This is an optimization exercise on Yosys and OpenROAD, whose aim is small area, a short achievable clock period and few clock cycles, not a production implementation. RTL that was checked went through simulation tests only; none was proved equivalent to the original. Power and IR drop assume default switching activity.

## oak
// fcsu
module fcsu (
    input  wire        clk,
    input  wire        rst,
    input  wire        h_valid,
    output wire        h_ready,
    input  wire        h_write,
    input  wire        h_word,
    input  wire [17:0] h_addr,
    input  wire [31:0] h_wdata,
    output wire        h_done,
    output wire [31:0] h_rdata,
    output reg         in_en,
    output reg         in_we,
    output reg  [3:0]  in_wmask,
    output reg  [11:0] in_addr,
    output reg  [31:0] in_wdata,
    input  wire [31:0] in_rdata,
    output reg         out_en,
    output reg         out_we,
    output reg  [3:0]  out_wmask,
    output reg  [11:0] out_addr,
    output reg  [31:0] out_wdata,
    input  wire [31:0] out_rdata
);
Settings: LEC_CHECK=0, ABC_CLOCK_PERIOD_IN_PS=2000, CAP_MARGIN=20, CORE_MARGIN=2, CORE_UTILIZATION=50, CTS_BUF_LIST=sky130_fd_sc_hd__clkbuf_8 sky130_fd_sc_hd__clkbuf_16, CTS_CLUSTER_DIAMETER=50, CTS_CLUSTER_SIZE=10, PLACE_DENSITY=0.65, SETUP_SLACK_MARGIN=4.5, SLEW_MARGIN=20; clock period 10.0 ns.
standard.sh (not shown) runs the stock make flow with config.mk's settings and CLKGATE_MAP_FILE= SYNTH_SCRIPT=/design/flow/synth_recipe.tcl, a recipe that flattens the netlist after the stock synthesis.
==> flow/flow/run.sh <==
#!/bin/bash
# The standard layout (the standard.sh: standard synthesis, floorplan,
# placement, CTS, routing), with two changes to how cells are chosen:
# - the port buffers are plain buf_2 cells instead of the delay buffer
#   buffer_ports picks by default;
# - timing repair may swap a cell for one of another footprint.
# ORFS's own logs stay under orfs/logs; the make output goes to standard.log.
set -euo pipefail
bash standard.sh MATCH_CELL_FOOTPRINT=0 "BUFFER_PORTS_ARGS=-buffer_cell sky130_fd_sc_hd__buf_2" finish > standard.log 2>&1
For pine, these inputs were changed with respect to oak:
- clearing CTS_BUF_LIST, which used to be sky130_fd_sc_hd__clkbuf_8 sky130_fd_sc_hd__clkbuf_16
- clearing CTS_CLUSTER_SIZE, which used to be 10
- clearing CTS_CLUSTER_DIAMETER, which used to be 50
Having completed the whole flow, pine delivered a layout that passed the timing, DRC and antenna checks.
oak finished end to end and its layout was clean on timing, DRC and antenna.
Looking at total length of routed wires across both flows, pine is the stronger of the two, with oak trailing.
pine against oak: number of non-clock buffers shrank by 7, via count held steady, via density per instance held steady, register-to-register slack held steady.
Summary: with oak as the reference, total power in pine moved down by a few percent.
Comparing pine against oak, there is no change at all in initial core utilization.
From oak to pine the numbers moved as follows: post-synthesis adder-cell area fraction flat, fraction of area in registers up 0.36 points.
oak and pine ended up with roughly the same fmax.
Function was not checked in any run of this note: the RTL went through the layout flow alone.

* * *

## TR
Another version of the RTL of fcsu (not shown whole).
Size in the first run: roughly 2500 cells after synthesis, ~410 flip-flops, about 250 I/O pins, ~26000 um2 of cells after synthesis.
clock: 10.0 ns
lec_check: 0
cap_margin: 20
core_margin: 2
core_utilization: 50
cts_buf_list: sky130_fd_sc_hd__clkbuf_8
cts_cluster_diameter: 60
cts_cluster_size: 10
place_density: 0.65
setup_slack_margin: 4.7
slew_margin: 20
==> flow/flow/run.sh <==
#!/bin/bash
# The standard layout (the standard.sh: standard synthesis, floorplan,
# placement, CTS, routing), with changes to which cells are chosen only:
# - the port buffers are plain buf_2 cells instead of the delay buffer
#   buffer_ports picks by default;
# - timing repair may swap a cell for one of another footprint;
# - besides the platform's don't-use cells, the slow wide OR / NOR gates
#   (or4 or4b or4bb or3 or3b nor4 nor4b nor4bb) are not used, so that wide address decodes map to
#   NAND / NOR trees.
# ORFS's own logs stay under orfs/logs; the make output goes to standard.log.
set -euo pipefail
PLATFORM_DONT_USE="sky130_fd_sc_hd__probe_p_8 sky130_fd_sc_hd__probec_p_8 sky130_fd_sc_hd__lpflow_bleeder_1 sky130_fd_sc_hd__lpflow_clkbufkapwr_1 sky130_fd_sc_hd__lpflow_clkbufkapwr_16 sky130_fd_sc_hd__lpflow_clkbufkapwr_2 sky130_fd_sc_hd__lpflow_clkbufkapwr_4 sky130_fd_sc_hd__lpflow_clkbufkapwr_8 sky130_fd_sc_hd__lpflow_clkinvkapwr_1 sky130_fd_sc_hd__lpflow_clkinvkapwr_16 sky130_fd_sc_hd__lpflow_clkinvkapwr_2 sky130_fd_sc_hd__lpflow_clkinvkapwr_4 sky130_fd_sc_hd__lpflow_clkinvkapwr_8 sky130_fd_sc_hd__lpflow_decapkapwr_12 sky130_fd_sc_hd__lpflow_decapkapwr_3 sky130_fd_sc_hd__lpflow_decapkapwr_4 sky130_fd_sc_hd__lpflow_decapkapwr_6 sky130_fd_sc_hd__lpflow_decapkapwr_8 sky130_fd_sc_hd__lpflow_inputiso0n_1 sky130_fd_sc_hd__lpflow_inputiso0p_1 sky130_fd_sc_hd__lpflow_inputiso1n_1 sky130_fd_sc_hd__lpflow_inputiso1p_1 sky130_fd_sc_hd__lpflow_inputisolatch_1 sky130_fd_sc_hd__lpflow_isobufsrc_1 sky130_fd_sc_hd__lpflow_isobufsrc_16 sky130_fd_sc_hd__lpflow_isobufsrc_2 sky130_fd_sc_hd__lpflow_isobufsrc_4 sky130_fd_sc_hd__lpflow_isobufsrc_8 sky130_fd_sc_hd__lpflow_isobufsrckapwr_16 sky130_fd_sc_hd__lpflow_lsbuf_lh_hl_isowell_tap_1 sky130_fd_sc_hd__lpflow_lsbuf_lh_hl_isowell_tap_2 sky130_fd_sc_hd__lpflow_lsbuf_lh_hl_isowell_tap_4 sky130_fd_sc_hd__lpflow_lsbuf_lh_isowell_4 sky130_fd_sc_hd__lpflow_lsbuf_lh_isowell_tap_1 sky130_fd_sc_hd__lpflow_lsbuf_lh_isowell_tap_2 sky130_fd_sc_hd__lpflow_lsbuf_lh_isowell_tap_4 "
EXTRA_DONT_USE=" sky130_fd_sc_hd__or4_1 sky130_fd_sc_hd__or4_2 sky130_fd_sc_hd__or4_4 sky130_fd_sc_hd__or4b_1 sky130_fd_sc_hd__or4b_2 sky130_fd_sc_hd__or4b_4 sky130_fd_sc_hd__or4bb_1 sky130_fd_sc_hd__or4bb_2 sky130_fd_sc_hd__or4bb_4 sky130_fd_sc_hd__or3_1 sky130_fd_sc_hd__or3_2 sky130_fd_sc_hd__or3_4 sky130_fd_sc_hd__or3b_1 sky130_fd_sc_hd__or3b_2 sky130_fd_sc_hd__or3b_4 sky130_fd_sc_hd__nor4_1 sky130_fd_sc_hd__nor4_2 sky130_fd_sc_hd__nor4_4 sky130_fd_sc_hd__nor4b_1 sky130_fd_sc_hd__nor4b_2 sky130_fd_sc_hd__nor4b_4 sky130_fd_sc_hd__nor4bb_1 sky130_fd_sc_hd__nor4bb_2 sky130_fd_sc_hd__nor4bb_4"
bash standard.sh MATCH_CELL_FOOTPRINT=0 "BUFFER_PORTS_ARGS=-buffer_cell sky130_fd_sc_hd__buf_2" \
    "DONT_USE_CELLS=$PLATFORM_DONT_USE $EXTRA_DONT_USE" finish > standard.log 2>&1
Testbench counts of TR, summed over its fixed seeds: cycles 126,101.
> inputs changed (TR -> PW)
==> flow/flow/run.sh <==
#!/bin/bash
# The standard layout (the standard.sh: standard synthesis, floorplan,
# placement, CTS, routing), with changes to which cells are chosen only:
# - the port buffers are plain buf_2 cells instead of the delay buffer
#   buffer_ports picks by default;
# - timing repair may swap a cell for one of another footprint;
# - besides the platform's don't-use cells, the slow wide OR / NOR gates
#   (or4 or4b or4bb or3 or3b) are not used, so that wide address decodes map to
#   NAND / NOR trees.
# ORFS's own logs stay under orfs/logs; the make output goes to standard.log.
set -euo pipefail
PLATFORM_DONT_USE="sky130_fd_sc_hd__probe_p_8 sky130_fd_sc_hd__probec_p_8 sky130_fd_sc_hd__lpflow_bleeder_1 sky130_fd_sc_hd__lpflow_clkbufkapwr_1 sky130_fd_sc_hd__lpflow_clkbufkapwr_16 sky130_fd_sc_hd__lpflow_clkbufkapwr_2 sky130_fd_sc_hd__lpflow_clkbufkapwr_4 sky130_fd_sc_hd__lpflow_clkbufkapwr_8 sky130_fd_sc_hd__lpflow_clkinvkapwr_1 sky130_fd_sc_hd__lpflow_clkinvkapwr_16 sky130_fd_sc_hd__lpflow_clkinvkapwr_2 sky130_fd_sc_hd__lpflow_clkinvkapwr_4 sky130_fd_sc_hd__lpflow_clkinvkapwr_8 sky130_fd_sc_hd__lpflow_decapkapwr_12 sky130_fd_sc_hd__lpflow_decapkapwr_3 sky130_fd_sc_hd__lpflow_decapkapwr_4 sky130_fd_sc_hd__lpflow_decapkapwr_6 sky130_fd_sc_hd__lpflow_decapkapwr_8 sky130_fd_sc_hd__lpflow_inputiso0n_1 sky130_fd_sc_hd__lpflow_inputiso0p_1 sky130_fd_sc_hd__lpflow_inputiso1n_1 sky130_fd_sc_hd__lpflow_inputiso1p_1 sky130_fd_sc_hd__lpflow_inputisolatch_1 sky130_fd_sc_hd__lpflow_isobufsrc_1 sky130_fd_sc_hd__lpflow_isobufsrc_16 sky130_fd_sc_hd__lpflow_isobufsrc_2 sky130_fd_sc_hd__lpflow_isobufsrc_4 sky130_fd_sc_hd__lpflow_isobufsrc_8 sky130_fd_sc_hd__lpflow_isobufsrckapwr_16 sky130_fd_sc_hd__lpflow_lsbuf_lh_hl_isowell_tap_1 sky130_fd_sc_hd__lpflow_lsbuf_lh_hl_isowell_tap_2 sky130_fd_sc_hd__lpflow_lsbuf_lh_hl_isowell_tap_4 sky130_fd_sc_hd__lpflow_lsbuf_lh_isowell_4 sky130_fd_sc_hd__lpflow_lsbuf_lh_isowell_tap_1 sky130_fd_sc_hd__lpflow_lsbuf_lh_isowell_tap_2 sky130_fd_sc_hd__lpflow_lsbuf_lh_isowell_tap_4 "
EXTRA_DONT_USE=" sky130_fd_sc_hd__or4_1 sky130_fd_sc_hd__or4_2 sky130_fd_sc_hd__or4_4 sky130_fd_sc_hd__or4b_1 sky130_fd_sc_hd__or4b_2 sky130_fd_sc_hd__or4b_4 sky130_fd_sc_hd__or4bb_1 sky130_fd_sc_hd__or4bb_2 sky130_fd_sc_hd__or4bb_4 sky130_fd_sc_hd__or3_1 sky130_fd_sc_hd__or3_2 sky130_fd_sc_hd__or3_4 sky130_fd_sc_hd__or3b_1 sky130_fd_sc_hd__or3b_2 sky130_fd_sc_hd__or3b_4"
bash standard.sh MATCH_CELL_FOOTPRINT=0 "BUFFER_PORTS_ARGS=-buffer_cell sky130_fd_sc_hd__buf_2" \
    "DONT_USE_CELLS=$PLATFORM_DONT_USE $EXTRA_DONT_USE" finish > standard.log 2>&1
-- flow/config.mk --
<<< TR, line 10
export CORE_UTILIZATION = 50
export CTS_BUF_LIST = sky130_fd_sc_hd__clkbuf_8
export CTS_CLUSTER_DIAMETER = 60
export CTS_CLUSTER_SIZE = 10
export PLACE_DENSITY = 0.65
export SETUP_SLACK_MARGIN = 4.7
export SLEW_MARGIN = 20
>>> PW, line 10
export CORE_UTILIZATION = 50
export PLACE_DENSITY = 0.65
export SETUP_SLACK_MARGIN = 4.5
export SLEW_MARGIN = 20
--- outcome ---
- Per the final summary, PW finished and its layout is clean on timing, DRC and antenna.
- The run showing the smaller total iterations of the first detailed-routing run is TR.
- In PW, the final critical delay including setup and external delays came out 0.059 ns above the value in TR.
- Of TR and PW, TR shows the lower total power divided by cell area, with PW above it.
- A critical path launch point of h_addr[2] is what PW shows, while h_addr[7] belongs to TR.
- Hold slack (lower): PW
- On number of global-route vias before repair, PW tracks TR almost exactly.
- Delta (PW minus TR): via count now sits higher; post-route cell area picked up an extra about 1.8%; fraction of power consumed by the clock network now larger; portion of the clock cycle consumed by the worst path in the final layout grew by 0.59 points.

-- static timing again, ports no longer ideal --
The results above use ideal ports. As a check the final layouts listed here were re-extracted and re-timed, cells and wires unchanged.
Step 1: set_driving_cell puts a clkbuf_16 on clk and a buf_2 on each other input, an assumption about the parent block.
Step 2 adds t to the input delays and takes it off the output delays; t is the mean of the earliest and latest rising clock arrival at the registers after step 1. Input paths then give back, and output paths get back, about the clock's delay inside the block.
Three values: no drivers, after step 1, after step 2; two values: the first two.
run	t (ns)	setup slack, ns	hold WS [ns]
oak	0.679	4.049 / 4.004 / 4.004	0.620 / 0.620 / 0.620
pine	0.667	4.043 / 3.998 / 3.984	0.621 / 0.621 / 0.621
TR	0.739	4.362 / 4.287 / 4.287	0.668 / 0.668 / 0.668
PW	0.661	4.303 / 4.222 / 3.831	0.649 / 0.649 / 0.649
After both steps setup and hold are still met in every run listed. The setup slack of PW, which loses most, moves by -0.081 ns with the drivers and by -0.472 ns with both steps.
